From an optimization exercise on the open Yosys and OpenROAD flow, aimed at small area, a short achievable clock period and few clock cycles per item; shortcuts taken in it are not production practice.
Where RTL was checked, it was by simulation tests only, not by an equivalence proof against the original.
Power is estimated from default activity; no workload was simulated.

JK:
Design agon_crypto, start of the top module:
module agon_crypto (
    input  wire       clk,
    input  wire       rst,               
    input  wire       req,               
    input  wire       we,                
    input  wire       peek,              
    input  wire [7:0] addr,              
    input  wire [7:0] wdata,             
    input  wire       op_allowed,        
    input  wire       write_protected,   
    output wire       busy,              
    output reg  [7:0] rdata              
);
Size: ~6300 cells after synthesis, ~1700 flip-flops, about 0.072 mm^2 of cells after synthesis.
clock: 10.0 ns
lec_check: 0
abc_clock_period_in_ps: 4000
cap_margin: 20
core_margin: 2
core_utilization: 40
cts_buf_list: sky130_fd_sc_hd__clkbuf_8
cts_cluster_diameter: 40
cts_cluster_size: 12
place_density: 0.6
setup_slack_margin: 5
slew_margin: 20
standard.sh (not shown) runs the stock make flow with config.mk's settings and CLKGATE_MAP_FILE= SYNTH_SCRIPT=/design/flow/synth_recipe.tcl, a recipe that flattens the netlist after the stock synthesis.
==> flow/flow/run.sh <==
#!/bin/bash
# The standard layout (the standard.sh: standard synthesis, ORFS
# floorplan to finish at the design's clock and constraints), with two
# repair/CTS settings changed:
#  - clock tree synthesis inserts no dummy load cells (and uses the buffer
#    list and sink clustering from config.mk).
# Each tool's output goes to ORFS's own logs; make's output to standard.log.
set -euo pipefail
bash standard.sh SETUP_SLACK_MARGIN=5.6 \
  "CTS_ARGS=-sink_clustering_enable -repair_clock_nets -dont_use_dummy_load -buf_list sky130_fd_sc_hd__clkbuf_8 -sink_clustering_size 12 -sink_clustering_max_diameter 40" \
  finish > standard.log 2>&1
Inputs modified between JK and MS:
-- flow/design.v --
<<< JK, line 82
    reg        p_zero, p_init, p_comp;
    reg        running;      
    reg [6:0]  t;            
    reg [31:0] va, vb, vc, vd, ve, vf, vg;
>>> MS, line 82
    reg        p_zero, p_init, p_comp;
    reg        running;      
    reg        idle_e;       
    reg        idle_k;       
    reg [6:0]  t;            
    reg [31:0] va, vb, vc, vd, ve, vf, vg;
<<< JK, line 114
    wire       blk_wr   = wr_do & (idx >= BLOCK_IDX) & (idx < BLOCK_IDX + 6'd16);
    wire [3:0] blk_word = idx[3:0] - BLOCK_IDX[3:0];
    reg [15:0] s_strm;       
    reg [15:0] bsel;         
    reg [7:0]  hsel;         
    reg [31:0] rd_word;
    reg [31:0] r_word;
    reg [3:0]  r_lsel;       
    integer    q;
    always @(*) begin
        for (q = 0; q < 16; q = q + 1)
            bsel[q] = stream ? s_strm[q] : (rd_idx == BLOCK_IDX + q);
        for (q = 0; q < 8; q = q + 1)
            hsel[q] = ~stream & ((rd_idx == STATE_IDX + q) | ((q == 7) && (rd_idx == LAST_IDX)));
>>> MS, line 116
    wire       blk_wr   = wr_do & (idx >= BLOCK_IDX) & (idx < BLOCK_IDX + 6'd16);
    wire [3:0] blk_word = idx[3:0] - BLOCK_IDX[3:0];
    reg [15:0] bsel;         
    reg [7:0]  hsel;         
    reg [31:0] rd_word;
    integer    q;
    always @(*) begin
        for (q = 0; q < 16; q = q + 1)
            bsel[q] = stream ? (t[3:0] + 4'd2 == q) : (rd_idx == BLOCK_IDX + q);
        for (q = 0; q < 8; q = q + 1)
            hsel[q] = ~stream & ((rd_idx == STATE_IDX + q) | ((q == 7) && (rd_idx == LAST_IDX)));
<<< JK, line 131
        for (q = 0; q < 8; q = q + 1)
            rd_word = rd_word | (H[q] & {32{hsel[q]}});
        rdata = (r_word[7:0]   & {8{r_lsel[0]}}) | (r_word[15:8]  & {8{r_lsel[1]}}) |
                (r_word[23:16] & {8{r_lsel[2]}}) | (r_word[31:24] & {8{r_lsel[3]}});
    end
    wire [31:0] maj    = (va & vb) ^ (va & vc) ^ (vb & vc);
    wire [31:0] a_new  = big_s0(va) + maj + us + uc;
    wire [31:0] e_new  = vd + us + uc;
    wire [31:0] e_d    = running ? e_new : H[4];
    wire [31:0] f_d    = running ? ve : H[5];
    wire [31:0] g_d    = running ? vf : H[6];
    wire [31:0] hkw_nx = (running ? vg : H[7]) + (running ? kreg : K_TABLE[31:0]) +
                         (running ? W[15] : B[0]);
    wire [31:0] u_x    = big_s1(e_d);
    wire [31:0] u_y    = (e_d & f_d) ^ (~e_d & g_d);
>>> MS, line 130
        for (q = 0; q < 8; q = q + 1)
            rd_word = rd_word | (H[q] & {32{hsel[q]}});
    end
    wire [31:0] maj    = (va & vb) ^ (va & vc) ^ (vb & vc);
    wire [31:0] a_new  = big_s0(va) + maj + us + uc;
    wire [31:0] e_new  = vd + us + uc;
    wire [31:0] e_d    = idle_e ? H[4] : e_new;
    wire [31:0] f_d    = idle_e ? H[5] : ve;
    wire [31:0] g_d    = idle_e ? H[6] : vf;
    wire [31:0] hkw_nx = (idle_k ? H[7] : vg) + (idle_k ? K_TABLE[31:0] : kreg) +
                         (idle_k ? B[0] : W[15]);
    wire [31:0] u_x    = big_s1(e_d);
    wire [31:0] u_y    = (e_d & f_d) ^ (~e_d & g_d);
<<< JK, line 147
    wire [31:0] uc_nx  = {(hkw_nx[30:0] & u_x[30:0]) | (hkw_nx[30:0] & u_y[30:0]) |
                          (u_x[30:0] & u_y[30:0]), 1'b0};
    wire [31:0] wnew   = small_s1(W[14]) + W[9] + small_s0(W[1]) + W[0];
    wire [31:0] b_strm = rd_word;
    wire        fin    = running & (t >= 7'd61);
>>> MS, line 144
    wire [31:0] uc_nx  = {(hkw_nx[30:0] & u_x[30:0]) | (hkw_nx[30:0] & u_y[30:0]) |
                          (u_x[30:0] & u_y[30:0]), 1'b0};
    reg  [31:0] wq;
    wire [31:0] wq_nx  = W[10] + small_s0(W[2]) + W[1];
    wire [31:0] wnew   = small_s1(W[14]) + wq;
    wire [31:0] b_strm = rd_word;
    wire        fin    = running & (t >= 7'd61);
<<< JK, line 155
    integer i, j, l;
    always @(posedge clk) begin
        if (~running)
            s_strm <= 16'h0004;
        else
            s_strm <= {s_strm[14:0], 1'b0};
        r_word <= rd_word;
        for (l = 0; l < 4; l = l + 1)
            r_lsel[l] <= (lane == l);
    end
    always @(posedge clk) begin
>>> MS, line 154
    integer i, j, l;
    always @(posedge clk) begin
        rdata <= rd_word[8*lane +: 8];
    end
    always @(posedge clk) begin
<<< JK, line 177
    always @(posedge clk) begin
        us <= us_nx;
        uc <= uc_nx;
        ve <= e_d;
>>> MS, line 170
    always @(posedge clk) begin
        us <= us_nx;
        wq <= wq_nx;
        uc <= uc_nx;
        ve <= e_d;
<<< JK, line 232
        p_comp  <= p_comp_n;
        running <= run_n;
        t       <= t_n;
        rb      <= pend_n | run_n | pw_v_n;
>>> MS, line 226
        p_comp  <= p_comp_n;
        running <= run_n;
        idle_e  <= ~run_n | (t_n == 7'd64);
        idle_k  <= ~run_n | (t_n >= 7'd63);
        t       <= t_n;
        rb      <= pend_n | run_n | pw_v_n;
### Flow results
Looking at number of nets in the finished design, MS sits above JK. Row area of all sequential standard cells: MS lower / JK higher. Comparing JK and MS, the higher synthesized-area fraction occupied by xor and xnor cells is on MS. Compared with JK, MS shows a lower routed length on met3. Each of the runs, namely JK and MS, reached the end of the flow and came out clean. Summary of the comparison: largest net degree at the start of global routing is higher in MS, relative to JK. Going from JK to MS, minimum setup slack in the final design moved up; post-route core utilization moved down; routed wire length moved down.
Testbench counts of MS, summed over its fixed seeds: cycles 14,722, blocks 129.
Function not checked in JK: the RTL went through the layout flow alone.


Another version of the RTL of agon_crypto (not shown whole).
Size in the first run: ~6,800 cells after synthesis, roughly 1,700 flip-flops, ~32 I/O pins, ~74,000 µm² of cells after synthesis.
// agon_crypto
module agon_crypto (
    input  wire       clk,
    input  wire       rst,               
    input  wire       req,               
    input  wire       we,                
    input  wire       peek,              
    input  wire [7:0] addr,              
    input  wire [7:0] wdata,             
    input  wire       op_allowed,        
    input  wire       write_protected,   
    output wire       busy,              
    output reg  [7:0] rdata              
);
    localparam [5:0] LAST_IDX  = 6'h03;
    localparam [5:0] BLOCK_IDX = 6'h04;
    localparam [5:0] STATE_IDX = 6'h18;
    function [31:0] rotr;
        input [31:0] x;
        input integer k;
        begin
            rotr = (x >> k) | (x << (32 - k));
        end
    endfunction
    function [31:0] big_s0;
        input [31:0] x;
        begin
            big_s0 = rotr(x, 2) ^ rotr(x, 13) ^ rotr(x, 22);
        end
    endfunction
    function [31:0] big_s1;
        input [31:0] x;
        begin
  ...
clock: 10.0 ns
lec_check: 0
abc_clock_period_in_ps: 4000
cap_margin: 20
core_margin: 2
core_utilization: 40
cts_buf_list: sky130_fd_sc_hd__clkbuf_8
cts_cluster_diameter: 50
cts_cluster_size: 18
place_density: 0.6
setup_slack_margin: 5
slew_margin: 20
==> flow/flow/run.sh <==
#!/bin/bash
# The standard layout (the standard.sh: standard synthesis, ORFS
# floorplan to finish at the design's clock and constraints), with these
# settings changed:
#  - clock tree synthesis inserts no dummy load cells (and uses the buffer
#    list and sink clustering from config.mk),
#  - pin placement keeps the we input next to the busy output (flow/io.tcl).
# Each tool's output goes to ORFS's own logs; make's output to standard.log.
set -euo pipefail
bash standard.sh SETUP_SLACK_MARGIN=5.45 \
  "CTS_ARGS=-sink_clustering_enable -repair_clock_nets -dont_use_dummy_load -buf_list sky130_fd_sc_hd__clkbuf_8 -sink_clustering_size 18 -sink_clustering_max_diameter 50" \
  "IO_CONSTRAINTS=$PWD/flow/io.tcl" \
  finish > standard.log 2>&1
==> flow/flow/io.tcl <==
# Pin placement constraint: keep the we input next to the busy output, whose
# path from we is the shortest input-to-output path.
set_io_pin_constraint -group -order -pin_names {we busy}
Next try:
--- a/flow/design.v
+++ b/flow/design.v
@@ -90,21 +90,21 @@
     wire go     = ~running & p_comp & ~p_init & ~p_zero;
     wire start  = pend & go;
     reg         pw_v;
     reg  [3:0]  pw_word;
     reg  [1:0]  pw_lane;
     reg  [7:0]  pw_dat;
     wire rd_hold = pend | running | pw_v;
     wire wr_hold = pend & ~go;
     wire        stream = running & (t <= 7'd13);     
-    reg         stuck;       
+    wire        stuck  = pw_v & stream & ({3'b000, pw_word} > t + 7'd2);
     reg         rb, wb;
-    assign busy = wb | (~we & rb);
+    assign busy = we ? wb : rb;
     wire       accept   = req & ~busy;
     wire [5:0] idx      = addr[7:2];
     wire [1:0] lane     = addr[1:0];
     wire       wr_acc   = accept & we;
     wire       wr_do    = wr_acc & (peek | ~write_protected);
     wire [5:0] rd_idx   = (~peek & ~op_allowed) ? last : idx;
     wire       ctrl_wr  = wr_do & (addr == 8'h00);
     wire       op_zero  = wdata[4];
     wire       op_init  = ~wdata[4] & ((wdata & 8'h0e) == 8'h0a);
@@ -121,33 +121,29 @@
     wire       run_n    = ~rst & (start | (running & (t != 7'd64)));
     wire [6:0] t_n      = (rst | start) ? 7'd0 : (running ? t + 7'd1 : t);
     wire       pw_v_n   = ~rst & (stuck ? pw_v : blk_wr);
     wire [3:0] pw_word_n = stuck ? pw_word : blk_word;
     wire       go_n     = ~run_n & p_comp_n & ~p_init_n & ~p_zero_n;
     wire       stuck_n  = pw_v_n & run_n & (t_n <= 7'd13) & ({3'b000, pw_word_n} > t_n + 7'd2);
     reg [15:0] bsel;         
     reg [7:0]  hsel;         
     reg [31:0] rd_word;
-    reg [31:0] r_word;
-    reg [3:0]  r_lsel;       
     integer    q;
     always @(*) begin
         for (q = 0; q < 16; q = q + 1)
             bsel[q] = stream ? (t[3:0] + 4'd2 == q) : (rd_idx == BLOCK_IDX + q);
         for (q = 0; q < 8; q = q + 1)
             hsel[q] = ~stream & ((rd_idx == STATE_IDX + q) | ((q == 7) && (rd_idx == LAST_IDX)));
         rd_word = 32'h0;
         for (q = 0; q < 16; q = q + 1)
             rd_word = rd_word | (B[q] & {32{bsel[q]}});
         for (q = 0; q < 8; q = q + 1)
             rd_word = rd_word | (H[q] & {32{hsel[q]}});
-        rdata = (r_word[7:0]   & {8{r_lsel[0]}}) | (r_word[15:8]  & {8{r_lsel[1]}}) |
-                (r_word[23:16] & {8{r_lsel[2]}}) | (r_word[31:24] & {8{r_lsel[3]}});
     end
     wire [31:0] maj    = (va & vb) ^ (va & vc) ^ (vb & vc);
     wire [31:0] a_new  = big_s0(va) + maj + us + uc;
     wire [31:0] e_new  = vd + us + uc;
     wire [31:0] e_d    = idle_e ? H[4] : e_new;
     wire [31:0] f_d    = idle_e ? H[5] : ve;
     wire [31:0] g_d    = idle_e ? H[6] : vf;
     wire [31:0] hkw_nx = vg + kreg + W[15];
     wire [31:0] u_x    = big_s1(e_d);
@@ -169,21 +165,19 @@
                           (ex_init ? iv(3'd7) : H[7])));
     reg  [31:0] b0_n;
     integer     m;
     always @(*)
         for (m = 0; m < 4; m = m + 1)
             b0_n[8*m +: 8] = (rst | (pw_v & ~stuck & (pw_word == 4'd0) & (pw_lane == m))) ?
                              b_dat : B[0][8*m +: 8];
     integer i, j, l;
     always @(posedge clk) begin
-        r_word <= rd_word;
-        for (l = 0; l < 4; l = l + 1)
-            r_lsel[l] <= (lane == l);
+        rdata <= rd_word[8*lane +: 8];
     end
     always @(posedge clk) begin
         pw_v    <= pw_v_n;
         pw_word <= pw_word_n;
         if (~stuck) begin
             pw_lane <= lane;
             pw_dat  <= wdata;
         end
         for (j = 0; j < 16; j = j + 1)
@@ -235,12 +229,11 @@
         pend    <= pend_n;
         p_zero  <= p_zero_n;
         p_init  <= p_init_n;
         p_comp  <= p_comp_n;
         running <= run_n;
         idle_e  <= ~run_n | (t_n == 7'd64);
         t       <= t_n;
         rb      <= pend_n | run_n | pw_v_n;
         wb      <= (pend_n & ~go_n) | stuck_n;
-        stuck   <= stuck_n;
     end
 endmodule
=>
- The new run produced a clean layout
- routed wire length rose by 10%
- sequential share of layout area fell by 0.91 points
- critical path depth rose by 14
- utilization rose by 0.17 points
- synthesized area stays flat
- cell area rose by 0.38%
- global-route usage rose by 2.8 points
- hold slack loses 0.030 ns
- sequential power fell by about 2%
Testbench counts after the change, summed over its fixed seeds: cycles 14,722, blocks 129.
For the first run of this note, only the layout was checked, not whether the RTL still works.

[afterwards: timing with drivers on the ports]
No port has a modelled driver above. Below, the same layouts with a new extraction and two added sets of constraints.
Step 1 assumes that a clkbuf_16 drives the clock port and a buf_2 every other input.
Step 2, shift: input delay + t, output delay - t, t = (earliest + latest rising clock arrival at the registers) / 2. This alone moves slack from input paths to output paths.
a / b / c = ideal / step 1 / step 2; a / b = the first two.
run | shift t [ns] | setup WS [ns] | cell pins on the clock port's net
JK | 1.029 | 5.189 / 5.189 / 4.691 | 1
MS | 1.002 | 5.313 / 5.313 / 4.533 | 1
the first run of note 2 | 1.008 | 5.420 / 5.323 / 4.567 | 1
the second run of note 2 | 1.000 | 5.357 / 5.357 / 4.596 | 1
After both steps every run listed still meets setup and hold. The setup slack of the first run of note 2, which loses most, moves by -0.097 ns with the drivers and by -0.853 ns with both steps.
